What follows belongs to an exercise in optimizing a design on an open flow for small area; a production flow would make more cautious choices. Only simulation tests tie the RTL to the original design; equivalence was not proved. Power figures rest on the tool's default switching activity, not on a simulated workload.

==> inputs of ember <==
Design ppp_rx, start of the top module:
module ppp_rx (
    input             clk,
    input             rst,
    input             in_valid,
    input      [7:0]  in_data,
    output            pay_valid,
    output     [7:0]  pay_data,
    output            rec_valid,
    output            rec_err,
    output     [31:0] rec_w0,
    output     [31:0] rec_w1,
    output     [31:0] rec_w2,
    output     [31:0] rec_w3
);
    localparam [7:0]  FLAG = 8'h7E;
    localparam [7:0]  ESC  = 8'h7D;
    localparam [11:0] L_3013 = 12'hC1D;
    function [15:0] crc16_byte(input [15:0] crc_in, input [7:0] b);
        reg [7:0] x;
        begin
            x = crc_in[7:0] ^ b;
            x = x ^ {x[3:0], 4'h0};
            crc16_byte = {8'h00, crc_in[15:8]} ^ {x, 8'h00} ^ {5'h00, x, 3'h0} ^ {12'h000, x[7:4]};
        end
    endfunction
    reg        open_q;       
    reg        esc_q;        
    reg        pay_q;        
    reg [11:0] cnt;          
    reg [11:0] lfsr;         
    reg        acq;          
    reg        ctl;          
    reg        cx0, cx1;     
    reg [7:0]  bn0, bn1;     
    reg [7:0]  bn2, bn3;     
    wire [7:0] b0 = ~bn0, b1 = ~bn1, b2 = ~bn2, b3 = ~bn3;
    reg [7:0]  d0, d1;       
    reg [15:0] crc;          
  ...
==> module ppp_rx, before the edit <==
module ppp_rx (
    input             clk,
    input             rst,
    input             in_valid,
    input      [7:0]  in_data,
    output            pay_valid,
    output     [7:0]  pay_data,
    output            rec_valid,
    output            rec_err,
    output     [31:0] rec_w0,
    output     [31:0] rec_w1,
    output     [31:0] rec_w2,
    output     [31:0] rec_w3
);
    localparam [7:0]  FLAG = 8'h7E;
    localparam [7:0]  ESC  = 8'h7D;
    localparam [11:0] L_3013 = 12'hC1D;
    function [15:0] crc16_byte(input [15:0] crc_in, input [7:0] b);
        reg [7:0] x;
        begin
            x = crc_in[7:0] ^ b;
            x = x ^ {x[3:0], 4'h0};
            crc16_byte = {8'h00, crc_in[15:8]} ^ {x, 8'h00} ^ {5'h00, x, 3'h0} ^ {12'h000, x[7:4]};
        end
    endfunction
    reg        open_q;       
    reg        esc_q;        
    reg        pay_q;        
    reg [11:0] cnt;          
    reg [11:0] lfsr;         
    reg        acq;          
    reg        ctl;          
    reg        cx0, cx1;     
    reg [7:0]  bn0, bn1;     
    reg [7:0]  bn2, bn3;     
    wire [7:0] b0 = ~bn0, b1 = ~bn1, b2 = ~bn2, b3 = ~bn3;
    reg [7:0]  d0, d1;       
    reg [15:0] crc;          
    wire over    = (lfsr == L_3013);    
    wire is_flag = in_valid && (in_data == FLAG);
    wire is_body = in_valid && open_q && (in_data != FLAG);
    wire push    = is_body && (esc_q || (in_data != ESC));
    wire [7:0] u = {in_data[7:6], in_data[5] ^ esc_q, in_data[4:0]};
    wire [2:0] cl   = cnt[2:0];
    wire       c_lt4 = (cnt[11:2] == 10'd0);
    wire       c_eq1 = c_lt4 && (cl[1:0] == 2'd1);
    wire       c_eq2 = c_lt4 && (cl[1:0] == 2'd2);
    wire       c_eq3 = c_lt4 && (cl[1:0] == 2'd3);
    wire acq_now = (b0 == 8'hFF) && (d0 == 8'h03);
    wire first = !pay_q && (((cl == 3'd3) && b0[0] && !acq_now) ||
                            ((cl == 3'd4) && !b0[0]) ||
                            ((cl == 3'd5) && b0[0]) ||
                            (cl == 3'd6));
    wire evict = pay_q || cl[2] || cl[1];
    wire emit  = push && (pay_q || first);
    wire is_ctl = !b0[0] &&
                  (((b0 == 8'hC0) && ((b1 == 8'h21) || (b1 == 8'h23))) ||
                   ((b0 == 8'h80) && ((b1 == 8'h21) || (b1 == 8'h57))));
    wire nonempty = pay_q || (cl != 3'd0) || esc_q;
    wire short = !pay_q && ((cl < 3'd3) ||
                            ((cl == 3'd3) && !b0[0]) ||
                            ((cl == 3'd4) && b0[0]) ||
                            ((cl == 3'd5) && !b0[0]));
    wire err = over || esc_q || short;
    wire        r_ac  = acq && !(!pay_q && (cl == 3'd3));
    wire        r_pc  = !ctl && b0[0];
    wire        s57   = !cx0 && cx1;
    wire [15:0] p_ctl = {1'b1, cx0, 6'd0, 1'b0, s57, !s57, s57, 1'b0, s57, cx1, 1'b1};
    wire [15:0] r_proto = ctl ? p_ctl : {b0[0] ? 8'h00 : b0, b1};
    wire [15:0] r_fcs_rx   = {d1, d0};
    wire [15:0] r_fcs_calc = ~crc;
    wire        r_fcs_ok   = (r_fcs_rx == r_fcs_calc);
    wire [15:0] len    = {b0, b1};
    wire        cv     = ctl && !c_lt4 && !err;
    wire        len_eq  = (len[15:12] == 4'h0) && (len[11:0] == cnt);
    wire        r_under = (len < 16'd4);
    wire        r_ovr   = !len_eq;
    wire [11:0] r_opt   = {cnt[11:2] - 10'd1, cnt[1:0]};
    assign rec_valid = !rst && is_flag && open_q && nonempty;
    assign rec_err   = err;
    assign rec_w0 = err ? {24'h0, 6'b001100, over, !over && esc_q}
                        : {10'h0, cv && r_under, cv && !r_under && r_ovr, cv, r_pc, r_ac,
                           r_fcs_ok, r_proto};
    assign rec_w1 = err ? 32'h0 : {r_fcs_calc, r_fcs_rx};
    assign rec_w2 = cv ? {b0, b1, b3, b2} : 32'h0;
    assign rec_w3 = {20'h0, (cv && !r_under) ? r_opt : 12'h0};
    assign pay_valid = !rst && emit;
    assign pay_data  = d0;
    always @(posedge clk) begin
        if (rst)
            open_q <= 1'b0;
        else if (is_flag)
            open_q <= 1'b1;
        if (is_flag) begin
            esc_q <= 1'b0;
            pay_q <= 1'b0;
            cnt   <= 12'd0;
            lfsr  <= 12'd0;
            ctl   <= 1'b0;
            crc   <= 16'hFFFF;
        end else if (is_body) begin
            if (!over)
                lfsr <= {lfsr[10:0], ~(lfsr[11] ^ lfsr[0])};
            if (push) begin
                esc_q <= 1'b0;
                d0 <= d1;
                d1 <= u;
                if (!(pay_q && !c_lt4 && len_eq))
                    cnt <= first ? 12'd1 : cnt + 12'd1;
                if (first)
                    pay_q <= 1'b1;
                if (evict)
                    crc <= crc16_byte(crc, d0);
                if (!pay_q) begin
                    if (cl == 3'd3)
                        acq <= acq_now;
                    if ((cl == 3'd2) || ((cl == 3'd4) && b0[0])) begin
                        bn0 <= ~d0;
                        bn1 <= ~d0;
                    end
                    if (((cl == 3'd3) || (cl == 3'd5)) && !b0[0])
                        bn1 <= ~d0;
                end else begin
                    if (c_eq2) begin
                        ctl <= is_ctl;
                        cx0 <= b0[6];
                        cx1 <= b1[1];
                        if (is_ctl)
                            bn0 <= ~d0;
                    end
                    if (c_eq3 && ctl)
                        bn1 <= ~d0;
                    if (c_eq1)
                        bn3 <= ~d0;
                end
                if (first)
                    bn2 <= ~d0;
            end else begin
                esc_q <= 1'b1;
            end
        end
    end
endmodule
==> flow/config.mk <==
export PLATFORM = sky130hd
export DESIGN_NAME = ppp_rx
export DESIGN_NICKNAME = ppp_rx
export VERILOG_FILES = /design/flow/design.v
export SDC_FILE = /design/flow/constraint.sdc
export NUM_CORES = 4
export LEC_CHECK = 0
export CAP_MARGIN = 0
export CORE_MARGIN = 2
export CORE_UTILIZATION = 80
export SLEW_MARGIN = 0
==> flow/constraint.sdc <==
create_clock -name core_clock -period 5.5 [get_ports {clk}]
set_input_delay 1.1000 -clock core_clock [delete_from_list [all_inputs] [get_ports {clk}]]
set_output_delay 1.1000 -clock core_clock [all_outputs]
set_load 0.01 [all_outputs]
standard.sh (not shown) runs the stock make flow with config.mk's settings and CLKGATE_MAP_FILE= SYNTH_SCRIPT=/design/flow/synth_recipe.tcl, a recipe that flattens the netlist after the stock synthesis.
==> flow/flow/run.sh <==
#!/bin/bash
# The standard layout (standard.sh: the standard flow's synthesis script and the ORFS
# steps, unchanged scripts) with these changes:
#  - synthesis maps the logic with an area-oriented ABC script
#    (flow/abc_area.script) in place of ORFS's speed script; the flip-flops
#    and everything else in synthesis are unchanged;
#  - port buffers are the smallest buffer (buf_1) instead of the default choice;
#  - clock tree synthesis inserts no dummy loads and uses clkbuf_8;
#  - the constant outputs share one tie cell (no tie fan-out repair).
set -euo pipefail
work=$PWD
{
  printf 'proc abc {args} { set i [lsearch -exact $args -script]; if {$i >= 0} { lset args [expr {$i + 1}] %s }; yosys abc {*}$args }\n' "$work/flow/abc_area.script"
  cat synth_recipe.tcl
} > my_synth.tcl
sed "s#SYNTH_SCRIPT=[^ ]*#SYNTH_SCRIPT=$work/my_synth.tcl#" standard.sh > my_standard.sh
grep -q "SYNTH_SCRIPT=$work/my_synth.tcl" my_standard.sh
export BUFFER_PORTS_ARGS="-buffer_cell sky130_fd_sc_hd__buf_1"
export CTS_ARGS="-sink_clustering_enable -repair_clock_nets -dont_use_dummy_load -buf_list sky130_fd_sc_hd__clkbuf_8"
export SKIP_REPAIR_TIE_FANOUT=1
bash my_standard.sh > standard_flow.log 2>&1
==> flow/flow/abc_area.script <==
strash
dc2
dch
amap
topo
==> lagoon (differences from ember) <==
--- a/flow/design.v
+++ b/flow/design.v
@@ -14,13 +14,15 @@
 );
     localparam [7:0]  FLAG = 8'h7E;
     localparam [7:0]  ESC  = 8'h7D;
-    localparam [11:0] L_3013 = 12'hC1D;
+    localparam [11:0] L_3012 = 12'h8B8;
     function [15:0] crc16_byte(input [15:0] crc_in, input [7:0] b);
-        reg [7:0] x;
+        integer k;
+        reg [15:0] c;
         begin
-            x = crc_in[7:0] ^ b;
-            x = x ^ {x[3:0], 4'h0};
-            crc16_byte = {8'h00, crc_in[15:8]} ^ {x, 8'h00} ^ {5'h00, x, 3'h0} ^ {12'h000, x[7:4]};
+            c = crc_in ^ {8'h00, b};
+            for (k = 0; k < 8; k = k + 1)
+                c = c[0] ? ((c >> 1) ^ 16'h8408) : (c >> 1);
+            crc16_byte = c;
         end
     endfunction
     reg        open_q;       
@@ -28,15 +30,14 @@
     reg        pay_q;        
     reg [11:0] cnt;          
     reg [11:0] lfsr;         
+    reg        over;         
     reg        acq;          
     reg        ctl;          
     reg        cx0, cx1;     
-    reg [7:0]  bn0, bn1;     
-    reg [7:0]  bn2, bn3;     
-    wire [7:0] b0 = ~bn0, b1 = ~bn1, b2 = ~bn2, b3 = ~bn3;
+    reg [7:0]  b0, b1;       
+    reg [7:0]  b2, b3;       
     reg [7:0]  d0, d1;       
     reg [15:0] crc;          
-    wire over    = (lfsr == L_3013);    
     wire is_flag = in_valid && (in_data == FLAG);
     wire is_body = in_valid && open_q && (in_data != FLAG);
     wire push    = is_body && (esc_q || (in_data != ESC));
@@ -66,20 +67,20 @@
     wire        r_pc  = !ctl && b0[0];
     wire        s57   = !cx0 && cx1;
     wire [15:0] p_ctl = {1'b1, cx0, 6'd0, 1'b0, s57, !s57, s57, 1'b0, s57, cx1, 1'b1};
-    wire [15:0] r_proto = ctl ? p_ctl : {b0[0] ? 8'h00 : b0, b1};
+    wire [15:0] r_proto = ctl ? p_ctl : (b0[0] ? {8'h00, b0} : {b0, b1});
     wire [15:0] r_fcs_rx   = {d1, d0};
     wire [15:0] r_fcs_calc = ~crc;
     wire        r_fcs_ok   = (r_fcs_rx == r_fcs_calc);
     wire [15:0] len    = {b0, b1};
     wire        cv     = ctl && !c_lt4 && !err;
-    wire        len_eq  = (len[15:12] == 4'h0) && (len[11:0] == cnt);
     wire        r_under = (len < 16'd4);
-    wire        r_ovr   = !len_eq;
-    wire [11:0] r_opt   = {cnt[11:2] - 10'd1, cnt[1:0]};
+    wire        r_ovr   = (len > {4'h0, cnt});
+    wire [11:0] r_end   = r_ovr ? cnt : len[11:0];
+    wire [11:0] r_opt   = r_end - 12'd4;
     assign rec_valid = !rst && is_flag && open_q && nonempty;
     assign rec_err   = err;
     assign rec_w0 = err ? {24'h0, 6'b001100, over, !over && esc_q}
-                        : {10'h0, cv && r_under, cv && !r_under && r_ovr, cv, r_pc, r_ac,
+                        : {10'h0, cv && r_under, cv && r_ovr, cv, r_pc, r_ac,
                            r_fcs_ok, r_proto};
     assign rec_w1 = err ? 32'h0 : {r_fcs_calc, r_fcs_rx};
     assign rec_w2 = cv ? {b0, b1, b3, b2} : 32'h0;
@@ -96,17 +97,18 @@
             pay_q <= 1'b0;
             cnt   <= 12'd0;
             lfsr  <= 12'd0;
+            over  <= 1'b0;
             ctl   <= 1'b0;
             crc   <= 16'hFFFF;
         end else if (is_body) begin
-            if (!over)
-                lfsr <= {lfsr[10:0], ~(lfsr[11] ^ lfsr[0])};
+            lfsr <= {lfsr[10:0], ~(lfsr[11] ^ lfsr[5] ^ lfsr[3] ^ lfsr[0])};
+            if (lfsr == L_3012)
+                over <= 1'b1;
             if (push) begin
                 esc_q <= 1'b0;
                 d0 <= d1;
                 d1 <= u;
-                if (!(pay_q && !c_lt4 && len_eq))
-                    cnt <= first ? 12'd1 : cnt + 12'd1;
+                cnt <= first ? 12'd1 : cnt + 12'd1;
                 if (first)
                     pay_q <= 1'b1;
                 if (evict)
@@ -114,27 +116,25 @@
                 if (!pay_q) begin
                     if (cl == 3'd3)
                         acq <= acq_now;
-                    if ((cl == 3'd2) || ((cl == 3'd4) && b0[0])) begin
-                        bn0 <= ~d0;
-                        bn1 <= ~d0;
-                    end
-                    if (((cl == 3'd3) || (cl == 3'd5)) && !b0[0])
-                        bn1 <= ~d0;
+                    if ((cl == 3'd2) || ((cl == 3'd4) && b0[0]))
+                        b0 <= d0;
+                    if ((cl == 3'd3) || (cl == 3'd5))
+                        b1 <= d0;
                 end else begin
                     if (c_eq2) begin
                         ctl <= is_ctl;
                         cx0 <= b0[6];
                         cx1 <= b1[1];
                         if (is_ctl)
-                            bn0 <= ~d0;
+                            b0 <= d0;
                     end
                     if (c_eq3 && ctl)
-                        bn1 <= ~d0;
+                        b1 <= d0;
                     if (c_eq1)
-                        bn3 <= ~d0;
+                        b3 <= d0;
                 end
                 if (first)
-                    bn2 <= ~d0;
+                    b2 <= d0;
             end else begin
                 esc_q <= 1'b1;
             end
==> flow/run.sh (new file) <==
#!/bin/bash
# synth_recipe.tcl (not shown) runs the flow's synth.tcl, then flattens the netlist and writes it again
# the make line also repeats each setting of config.mk as NAME=value (left out here)
make -C /OpenROAD-flow-scripts/flow DESIGN_CONFIG=/design/flow/config.mk WORK_HOME=/design/flow/orfs CLKGATE_MAP_FILE= SYNTH_SCRIPT=/design/flow/synth_recipe.tcl finish
Settings changed: CAP_MARGIN 0 to 20, CORE_UTILIZATION 80 to 40, SLEW_MARGIN 0 to 20.
removed: flow/flow/run.sh
removed: flow/flow/abc_area.script
removed: flow/standard.sh
==> comparison <==
Routed wire length: ember is smaller than lagoon (9.5%).
ember finished with timing, DRC and antenna clean. lagoon went through all stages and came out clean.
In lagoon the synthesized cell count is higher than in ember, by about 11%.
Between lagoon and ember, the lower maximum frequency is in lagoon (gap about 4%, measured against ember).
Against lagoon, the global-route usage of ember is higher by 23 points.
Total power: lagoon is higher than ember (12%).
In ember the clock skew is higher than in lagoon, by 13 ps.
Combinational power: ember is higher than lagoon (about 33%).
Between ember and lagoon, the lower cell area is in ember (gap 27%, measured against lagoon).
In count of clock-buffer cells in the layout, lagoon and ember do not differ.
Between ember and lagoon, the lower sequential cell count is in ember (gap 1).

static timing again, ports no longer ideal:
No port has a modelled driver above. Below, the same layouts with a new extraction and two added sets of constraints.
Step 1 (the two cells are an assumption about what drives the block):
set clk [get_ports {clk}]
set_driving_cell -lib_cell sky130_fd_sc_hd__clkbuf_16 $clk
set_driving_cell -lib_cell sky130_fd_sc_hd__buf_2 [delete_from_list [all_inputs] $clk]
Step 2 also shifts input and output timing later by t, the mid clock arrival at the registers, as if the neighbouring blocks saw the same clock.
Three values: ideal, step 1, step 2; two values: the first two.
run	t, ns	slack for setup (ns)	hold slack, ns	worst register clock-pin slew, ns	cell pins on the clock port's net
ember	0.378	0.521 / 0.490 / 0.868	0.475 / 0.475 / 0.475	0.09 / 0.09	1
lagoon	0.386	0.309 / 0.270 / 0.656	0.488 / 0.488 / 0.488	0.08 / 0.08	1
After both steps every run listed still meets setup and hold.
